This is an optimization exercise on Yosys and OpenROAD, whose aim is small area, a short achievable clock period and few clock cycles, not a production implementation.
Only the layout flow was run in this run; the RTL was not checked for function there.
Power is estimated from default activity; no workload was simulated.

===== design.v =====
module pvc_sram_exerciser (
    input  wire        clk,
    input  wire        rst,
    input  wire        start,
    input  wire [2:0]  cfg_sel,
    input  wire        cfg_rw,
    input  wire        cfg_ret,
    input  wire        cfg_siz,
    output wire        busy,
    output wire        done,
    output wire        fault,
    output reg  [3:0]  fault_code,
    output reg         verdict_fail,
    output reg  [31:0] fail_count,
    output wire        ev_valid,
    output reg  [2:0]  ev_kind,
    output reg  [31:0] ev_data,
    input  wire        ev_ready,
    input  wire        rsp_valid,
    input  wire [2:0]  rsp_nsym,
    input  wire        rsp_z,
    input  wire [7:0]  rsp_byte,
    input  wire [2:0]  rec_idx,
    output wire        rec_addr_valid,
    output wire [19:0] rec_addr,
    output wire [7:0]  rec_label,
    output wire [1:0]  rec_kind,
    output wire [7:0]  rec_expect,
    output wire [7:0]  rec_act_val,
    output wire [7:0]  rec_act_zmask
);
    localparam [2:0] EV_XACT = 3'd1;
    localparam [2:0] EV_TRS  = 3'd2;
    localparam [2:0] EV_IND  = 3'd3;
    localparam [2:0] EV_PASS = 3'd4;
    localparam [2:0] EV_FAIL = 3'd5;
    localparam [1:0] K_EQ = 2'd0;
    localparam [1:0] K_Z  = 2'd1;
    localparam [1:0] K_NE = 2'd2;
    localparam [3:0] F_BAD_PROFILE   = 4'd6;
    localparam [3:0] F_FRAME_INVALID = 4'd15;
    localparam [7:0] NEEDLE = 8'hA5;
    localparam [2:0] ST_IDLE  = 3'd0;
    localparam [2:0] ST_ISSUE = 3'd1;
    localparam [2:0] ST_WAIT  = 3'd2;
    localparam [2:0] ST_CHECK = 3'd3;
    localparam [2:0] ST_ADV   = 3'd4;
    localparam [2:0] ST_DONE  = 3'd5;
    localparam [2:0] ST_FAULT = 3'd6;
    localparam [2:0] PH_TRS       = 3'd0;
    localparam [2:0] PH_FLT       = 3'd1;
    localparam [2:0] PH_SZ_ZERO   = 3'd2;
    localparam [2:0] PH_SZ_NEEDLE = 3'd3;
    localparam [2:0] PH_SZ_READ   = 3'd4;
    localparam [2:0] PH_SWEEP     = 3'd5;
    localparam [2:0] PH_RETAIN    = 3'd6;
    localparam [2:0] PH_VRD       = 3'd7;
    reg [2:0]  state;
    reg [2:0]  phase;
    reg [1:0]  step;
    reg [1:0]  flt;
    reg [2:0]  pat;
    reg [19:0] addr;
    reg        ind;
    reg [2:0]  sel_r;
    reg        rw_r, ret_r, siz_r;
    reg        cap_z;
    reg [7:0]  cap_byte;
    reg [3:0]  rec_n;
    reg        rec_av_q  [0:7];
    reg [19:0] rec_a_q   [0:7];
    reg [7:0]  rec_l_q   [0:7];
    reg [1:0]  rec_k_q   [0:7];
    reg [7:0]  rec_e_q   [0:7];
    reg        rec_z_q   [0:7];
    reg [7:0]  rec_v_q   [0:7];
    wire has_cs2 = (sel_r == 3'd0) || (sel_r == 3'd2);
    reg [19:0] last_addr;
    always @(*) begin
        case (sel_r)
            3'd0:    last_addr = 20'h01FFF;    
            3'd1:    last_addr = 20'h07FFF;    
            3'd2:    last_addr = 20'h1FFFF;    
            3'd3:    last_addr = 20'h3FFFF;    
            default: last_addr = 20'h7FFFF;    
        endcase
    end
    wire at_last = (addr == last_addr);
    reg [7:0] pat_val;
    always @(*) begin
        case (pat)
            3'd0: pat_val = 8'hAA;
            3'd1: pat_val = 8'h55;
            3'd2: pat_val = 8'hF0;
            3'd3: pat_val = 8'h0F;
            3'd4: pat_val = 8'hCC;
            3'd5: pat_val = 8'h33;
            3'd6: pat_val = 8'hFF;
            default: pat_val = 8'h00;
        endcase
    end
    function [31:0] build;
        input        we, oe, cs1, cs2, cs2_decl;
        input [19:0] a;
        input [7:0]  d;
        begin
            build = {we, oe, cs1, cs2 & cs2_decl, a, d};
        end
    endfunction
    reg [2:0]  op_kind;
    reg [31:0] op_data;
    reg        op_chk;
    reg [1:0]  op_ckind;
    reg [7:0]  op_cval;
    reg [7:0]  op_label;
    reg        op_has_addr;
    always @(*) begin
        op_kind     = EV_XACT;
        op_data     = 32'd0;
        op_chk      = 1'b0;
        op_ckind    = K_EQ;
        op_cval     = 8'd0;
        op_label    = 8'd0;
        op_has_addr = 1'b1;
        case (phase)
            PH_TRS: begin
                op_kind = EV_TRS;
            end
            PH_FLT: begin
                op_data     = build(1'b1, 1'b0, (flt != 2'd2), (flt != 2'd0), has_cs2, 20'd0, 8'd0);
                op_chk      = 1'b1;
                op_ckind    = K_Z;
                op_label    = {6'd0, flt} + 8'd1;
                op_has_addr = 1'b0;
            end
            PH_SZ_ZERO: begin
                if (step == 2'd0)
                    op_data = build(1'b0, 1'b1, 1'b0, 1'b0, has_cs2, addr, 8'd0);
                else
                    op_data = build(1'b1, 1'b1, 1'b1, 1'b1, has_cs2, addr, 8'd0);
            end
            PH_SZ_NEEDLE: begin
                if (step == 2'd0)
                    op_data = build(1'b0, 1'b1, 1'b0, 1'b0, has_cs2, 20'd0, NEEDLE);
                else
                    op_data = build(1'b1, 1'b1, 1'b1, 1'b1, has_cs2, 20'd0, 8'd0);
            end
            PH_SZ_READ: begin
                op_data  = build(1'b1, 1'b0, 1'b0, 1'b0, has_cs2, addr, 8'd0);
                op_chk   = 1'b1;
                op_ckind = K_NE;
                op_cval  = NEEDLE;
                op_label = 8'h04;
            end
            PH_SWEEP: begin
                case (step)
                    2'd0: begin
                        op_kind = EV_IND;
                        op_data = {31'd0, ~ind};
                    end
                    2'd1: begin
                        op_data = build(1'b0, 1'b1, 1'b0, 1'b0, has_cs2, addr, pat_val);
                    end
                    2'd2: begin
                        op_data  = build(1'b1, 1'b1, 1'b1, 1'b1, has_cs2, addr, 8'd0);
                        op_chk   = 1'b1;
                        op_ckind = K_Z;
                        op_label = 8'h05;
                    end
                    default: begin
                        op_data  = build(1'b1, 1'b0, 1'b0, 1'b0, has_cs2, addr, 8'd0);
                        op_chk   = 1'b1;
                        op_ckind = K_EQ;
                        op_cval  = pat_val;
                        op_label = 8'h06;
                    end
                endcase
            end
            PH_RETAIN: begin
                op_data  = build(1'b1, 1'b0, 1'b0, 1'b0, has_cs2, addr, 8'd0);
                op_chk   = 1'b1;
                op_ckind = K_EQ;
                op_cval  = pat_val;
                op_label = 8'h07;
            end
            default: begin  
                op_kind = (fail_count != 32'd0) ? EV_FAIL : EV_PASS;
            end
        endcase
    end
    reg mismatch;
    always @(*) begin
        case (op_ckind)
            K_EQ:    mismatch = !(!cap_z && cap_byte == op_cval);
            K_Z:     mismatch = !cap_z;
            default: mismatch = (!cap_z && cap_byte == op_cval);
        endcase
    end
    assign busy     = (state == ST_ISSUE) || (state == ST_WAIT) ||
                      (state == ST_CHECK) || (state == ST_ADV);
    assign done     = (state == ST_DONE);
    assign fault    = (state == ST_FAULT);
    assign ev_valid = (state == ST_ISSUE);
    always @(*) begin
        ev_kind = op_kind;
        ev_data = op_data;
    end
    always @(posedge clk) begin
        if (rst) begin
            state      <= ST_IDLE;
            fault_code <= 4'd0;
            fail_count <= 32'd0;
            rec_n      <= 4'd0;
            verdict_fail <= 1'b0;
            ind        <= 1'b0;
            phase      <= PH_TRS;
            step       <= 2'd0;
            flt        <= 2'd0;
            pat        <= 3'd0;
            addr       <= 20'd0;
            sel_r      <= 3'd0;
            rw_r       <= 1'b0;
            ret_r      <= 1'b0;
            siz_r      <= 1'b0;
            cap_z      <= 1'b0;
            cap_byte   <= 8'd0;
        end else begin
            case (state)
                ST_IDLE, ST_DONE: begin
                    if (start) begin
                        if (cfg_sel > 3'd4) begin
                            state      <= ST_FAULT;
                            fault_code <= F_BAD_PROFILE;
                        end else begin
                            state        <= ST_ISSUE;
                            sel_r        <= cfg_sel;
                            rw_r         <= cfg_rw;
                            ret_r        <= cfg_ret;
                            siz_r        <= cfg_siz;
                            phase        <= PH_TRS;
                            step         <= 2'd0;
                            flt          <= 2'd0;
                            pat          <= 3'd0;
                            addr         <= 20'd0;
                            ind          <= 1'b0;
                            fail_count   <= 32'd0;
                            rec_n        <= 4'd0;
                            verdict_fail <= 1'b0;
                        end
                    end
                end
                ST_ISSUE: begin
                    if (ev_ready) begin
                        case (op_kind)
                            EV_XACT: state <= ST_WAIT;
                            EV_IND: begin
                                ind   <= ~ind;
                                state <= ST_ADV;
                            end
                            EV_PASS, EV_FAIL: begin
                                verdict_fail <= (op_kind == EV_FAIL);
                                state        <= ST_DONE;
                            end
                            default: state <= ST_ADV;
                        endcase
                    end
                end
                ST_WAIT: begin
                    if (rsp_valid) begin
                        if (rsp_nsym != 3'd1) begin
                            state      <= ST_FAULT;
                            fault_code <= F_FRAME_INVALID;
                        end else begin
                            cap_z    <= rsp_z;
                            cap_byte <= rsp_z ? 8'd0 : rsp_byte;
                            state    <= op_chk ? ST_CHECK : ST_ADV;
                        end
                    end
                end
                ST_CHECK: begin
                    if (mismatch) begin
                        if (fail_count != 32'hFFFF_FFFF)
                            fail_count <= fail_count + 32'd1;
                        if (rec_n != 4'd8)
                            rec_n <= rec_n + 4'd1;
                    end
                    state <= ST_ADV;
                end
                ST_ADV: begin
                    state <= ST_ISSUE;
                    case (phase)
                        PH_TRS: begin
                            if (has_cs2)    phase <= PH_FLT;
                            else if (siz_r) phase <= PH_SZ_ZERO;
                            else if (rw_r)  phase <= PH_SWEEP;
                            else            phase <= PH_VRD;
                            flt  <= 2'd0;
                            addr <= 20'd0;
                            step <= 2'd0;
                        end
                        PH_FLT: begin
                            if (flt != 2'd2) begin
                                flt <= flt + 2'd1;
                            end else begin
                                if (siz_r)     phase <= PH_SZ_ZERO;
                                else if (rw_r) phase <= PH_SWEEP;
                                else           phase <= PH_VRD;
                                addr <= 20'd0;
                                step <= 2'd0;
                            end
                        end
                        PH_SZ_ZERO: begin
                            if (step == 2'd0) begin
                                step <= 2'd1;
                            end else begin
                                step <= 2'd0;
                                if (at_last) begin
                                    phase <= PH_SZ_NEEDLE;
                                    addr  <= 20'd0;
                                end else begin
                                    addr <= addr + 20'd1;
                                end
                            end
                        end
                        PH_SZ_NEEDLE: begin
                            if (step == 2'd0) begin
                                step <= 2'd1;
                            end else begin
                                step  <= 2'd0;
                                phase <= PH_SZ_READ;
                                addr  <= 20'd1;
                            end
                        end
                        PH_SZ_READ: begin
                            if (at_last) begin
                                phase <= rw_r ? PH_SWEEP : PH_VRD;
                                addr  <= 20'd0;
                                step  <= 2'd0;
                                pat   <= 3'd0;
                            end else begin
                                addr <= addr + 20'd1;
                            end
                        end
                        PH_SWEEP: begin
                            if (step != 2'd3) begin
                                step <= step + 2'd1;
                            end else if (at_last) begin
                                addr <= 20'd0;
                                step <= 2'd0;
                                if (ret_r) begin
                                    phase <= PH_RETAIN;
                                end else if (pat == 3'd7) begin
                                    phase <= PH_VRD;
                                end else begin
                                    pat <= pat + 3'd1;
                                end
                            end else begin
                                addr <= addr + 20'd1;
                                step <= ((addr[6:0] + 7'd1) == 7'd0) ? 2'd0 : 2'd1;
                            end
                        end
                        PH_RETAIN: begin
                            if (at_last) begin
                                addr <= 20'd0;
                                step <= 2'd0;
                                if (pat == 3'd7) begin
                                    phase <= PH_VRD;
                                end else begin
                                    phase <= PH_SWEEP;
                                    pat   <= pat + 3'd1;
                                end
                            end else begin
                                addr <= addr + 20'd1;
                            end
                        end
                        default: ;
                    endcase
                end
                default: ;  
            endcase
        end
    end
    always @(posedge clk) begin
        if (!rst && state == ST_CHECK && mismatch && rec_n != 4'd8) begin
            rec_av_q[rec_n[2:0]] <= op_has_addr;
            rec_a_q[rec_n[2:0]]  <= op_has_addr ? addr : 20'd0;
            rec_l_q[rec_n[2:0]]  <= op_label;
            rec_k_q[rec_n[2:0]]  <= op_ckind;
            rec_e_q[rec_n[2:0]]  <= op_cval;
            rec_z_q[rec_n[2:0]]  <= cap_z;
            rec_v_q[rec_n[2:0]]  <= cap_byte;
        end
    end
    assign rec_addr_valid = rec_av_q[rec_idx];
    assign rec_addr       = rec_a_q[rec_idx];
    assign rec_label      = rec_l_q[rec_idx];
    assign rec_kind       = rec_k_q[rec_idx];
    assign rec_expect     = rec_e_q[rec_idx];
    assign rec_act_val    = rec_v_q[rec_idx];
    assign rec_act_zmask  = {8{rec_z_q[rec_idx]}};
endmodule

===== run.sh =====
#!/bin/bash
# synth_recipe.tcl (not shown) runs the flow's synth.tcl, then flattens the netlist and writes it again
# the make line also repeats each setting of config.mk as NAME=value (left out here)
make -C /OpenROAD-flow-scripts/flow DESIGN_CONFIG=/design/flow/config.mk WORK_HOME=/design/flow/orfs CLKGATE_MAP_FILE= SYNTH_SCRIPT=/design/flow/synth_recipe.tcl finish

===== config.mk =====
export PLATFORM = sky130hd
export DESIGN_NAME = pvc_sram_exerciser
export DESIGN_NICKNAME = pvc_sram_exerciser
export VERILOG_FILES = /design/flow/design.v
export SDC_FILE = /design/flow/constraint.sdc
export NUM_CORES = 4
export LEC_CHECK = 0
export CAP_MARGIN = 20
export CORE_MARGIN = 2
export CORE_UTILIZATION = 30
export SLEW_MARGIN = 20

===== constraint.sdc =====
create_clock -name core_clock -period 5.0 [get_ports {clk}]
set_input_delay 1.0000 -clock core_clock [delete_from_list [all_inputs] [get_ports {clk}]]
set_output_delay 1.0000 -clock core_clock [all_outputs]
set_load 0.01 [all_outputs]

==> summary.txt <==
layer usage:
| layer | global-route usage (%) | up-vias | wire length (um) |
|---|---|---|---|
| li1 | - | 5367 | - |
| met1 | 19.0 | 5911 | 20200 |
| met2 | 23.8 | 329 | 22900 |
| met3 | 2.06 | 65 | 2360 |
| met4 | 4.53 | 0 | 1070 |
| met5 | 0 | - | 0 |
critical path, stage by stage (launching register included):
cell,delay (ns)
dfxtp_1,0.67
clkinv_1,0.42
nor2_1,0.38
nand2_1,0.21
inv_1,0.25
nand3_1,0.16
nor3_1,0.36
nor2_1,0.08
clkdlybuf4s50_1,0.51
cell families (layout without fill, tap and decap cells):
| logic type | Yosys count | in the layout | synth area share (%) |
|---|---|---|---|
| simple gates | 373 | 373 | 10.2 |
| buf+inv | 118 | 297 | 2.70 |
| mux | 150 | 150 | 13.9 |
| flops | 432 | 432 | 63.9 |
| compound gates | 199 | 199 | 6.67 |
| xor+xnor | 23 | 23 | 1.07 |
| other cells | 1 | 5 | 0.0198 |
| fa+ha+maj | 22 | 22 | 1.44 |
final cells by class:
cell class / count / area, sq um / area share [%]
clock inverters: 20 / 239 / 1.04
flip-flops and latches: 432 / 12100 / 52.7
multi-input cells: 772 / 6400 / 27.9
repair buffers: 177 / 1770 / 7.72
inverters: 37 / 139 / 0.605
well taps: 846 / 1060 / 4.61
clock buffers: 63 / 1240 / 5.43
registers in the layout (all words and copies together), names as in the netlist, 8 cells and up:
signal and flops:
rec_k_q 16, rec_av_q 8, addr 20, rec_z_q 8
rec_l_q 24, rec_v_q 64, rec_a_q 160, fail_count 32
rec_e_q 64, cap_byte 8
stage by stage:
step	instance area (sq um)	hold WS [ns]	utilization, %	cells
after floorplan	18900	0.443	-	1322
after CTS	22900	0.475	36.6	2347
after detailed placement	21400	0.467	34.2	2264
final	22900	0.475	36.6	2347
after global routing	22900	0.512	36.6	2347
after global placement	21400	0.455	34.2	2264
where the power goes:
| part | switching (mW) | leakage [nW] | internal (mW) |
|---|---|---|---|
| clock network | 1.40 | 0.711 | 1.92 |
| registers | 0.0951 | 4.19 | 3.97 |
| logic | 0.809 | 2.87 | 0.472 |
cell usage after synthesis, types with 4 or more instances:
cell	count	share of area, %
a211oi_1	6	0.24
a21oi_1	68	1.8
a22oi_1	4	0.16
a31oi_1	6	0.20
and2_1	25	0.83
and3_1	14	0.46
buf_1	7	0.14
buf_2	6	0.16
buf_4	16	0.64
clkbuf_1	52	1.0
clkinv_1	4	0.079
dfxtp_1	88	9.3
edfxtp_1	344	55
ha_1	21	1.4
inv_1	33	0.66
mux2_2	44	2.6
mux2i_1	20	1.1
mux4_2	86	10
nand2_1	62	1.2
nand2b_1	11	0.36
nand3_1	31	0.82
nand4_1	16	0.53
nor2_1	91	1.8
nor2b_1	23	0.76
nor3_1	26	0.69
nor3b_1	13	0.52
nor4_1	12	0.40
nor4b_1	4	0.19
o211ai_1	9	0.36
o21a_1	5	0.20
o21ai_0	48	1.3
o21bai_1	4	0.16
o22ai_1	5	0.17
o31ai_1	10	0.40
or3_1	24	0.79
or4_1	8	0.32
xnor2_1	6	0.28
xor2_1	17	0.79
final timing paths:
| kind | startpoint | endpoint | depth (start not counted) |
|---|---|---|---|
| worst min register to register | ind$_SDFFE_PP0P_ | ind$_SDFFE_PP0P_ | 2 |
| worst max-delay path | phase[0]$_SDFFE_PP0P_ | ev_kind[0] | 8 |
| worst max register to register | phase[0]$_SDFFE_PP0P_ | rec_a_q[0][11]$_DFFE_PP_ | 11 |
| worst min-delay path | ind$_SDFFE_PP0P_ | ind$_SDFFE_PP0P_ | 2 |
==> flow_summary.ini <==
[timing]
fin_ws_ns = 0.374
slew_violations = 0
fin_crit_ns = 4.63
finClkSkew_ns = 0.0136
tns_ns = 0
slew_headroom_pct = 34.0
max_freq_mhz = 216
worstMarginPinSlew_ns = 0.983
rsz0062_at_grt = false
finalHoldViolations = 0
period_share_pct = 92.5
setup_violations = 0

[power_and_ir_drop]
ir_drop_mv = 0.231
power_mw = 8.67
p_per_area_mw_per_mm2 = 378
p_leak_nw = 7.77

[grt]
grt_pass1_vias = 11600
antenna_found_initial = 0
overflow = 0
grt_pass1_wl_um = 70200
grt.total_usage_pct = 14.2
grt_max_degree = 55

[cts]
cts_setup_buffers = 0
cts_tree = built
clk_pin_slew_ns = 0.06
cts-htree-levels = 2
clock_path_buffers = 3
cts_resized = 0
cts_hold_buf = 0
cts_root_buffer = clkbuf_16
clk_latency_ns = 0.58
clock-sinks = 432
cts_buffers = 46

[cells_and_area]
area_growth_pct = 21.3
final_cell_mix = edfxtp_1, clkdlybuf4s50_1, nor2_1
nFillCells = 5911
layout.nets = 1513
final_common_cell = edfxtp_1
drive_gt1_share_pct = 16.3
antenna_cells = 0

[setup_path]
required_ns = 4.00
cp-start-kind = flop
worstPathArrival_ns = 3.63
endpoint_kind = output port
reg2reg_slack_ns = 0.56
crit_type = flop to output port
crit_fanout = 17

[floorplanning]
std_cell_rows = 92
io_pins = 157
core_sq_mm = 0.0627
start_util_pct = 30.1
die_x_um = 255
die_h_um = 255
die_area_sq_mm = 0.0651

[drt]
routed_wl_um = 46500
vias = 11700
viasPerCell = 4.97
firstDrtPassIters = 5
wl_per_cell_um = 19.8
drc = 0
drt-initial-drc-count = 765
ant_nets = 0

[place]
io_buffers = 151
dp_slack_ns = 0.659
dpl.hpwl_um = 30200
gp_congestion = 0.857

[status]
status = finished clean

[synth]
syn_inst = 1318
synth.avg_cell_area_sq_um = 14.3
synth_cell_types = 72
synth_area_sq_mm = 0.0189
ys_ff_latch = 432
synthFlopType = edfxtp_1
synth_edf_count = 344
ys_async_sr_fraction_pct = 0
ys_seq_area_share_pct = 63.9
yosysWarnings = 1

[hold_path]
min_path_type = flop to flop

[job]
drv_cap = 0

[static timing again, ports no longer ideal]
How much do the figures lean on ideal ports? The routed layout below was timed once more, with nothing changed but the port constraints. Step 1 assumes that a clkbuf_16 drives the clock port and a buf_2 every other input. Step 2 moves the port delays by t, midway between the first and last clock arrival at a register: inputs arrive t later, outputs are due t later. That takes back most of the time a late clock gives input paths. a / b / c = no drivers / after step 1 / after step 2; a / b = the first two.
shift t [ns]: 0.637
setup slack, ns: 0.374 / 0.313 / 0.564
latest minus earliest clock arrival (ns): 0.017 / 0.017
After both steps setup and hold are still met in this run. For this run, drivers alone change the setup slack by -0.061 ns; drivers and shift together by +0.190 ns.
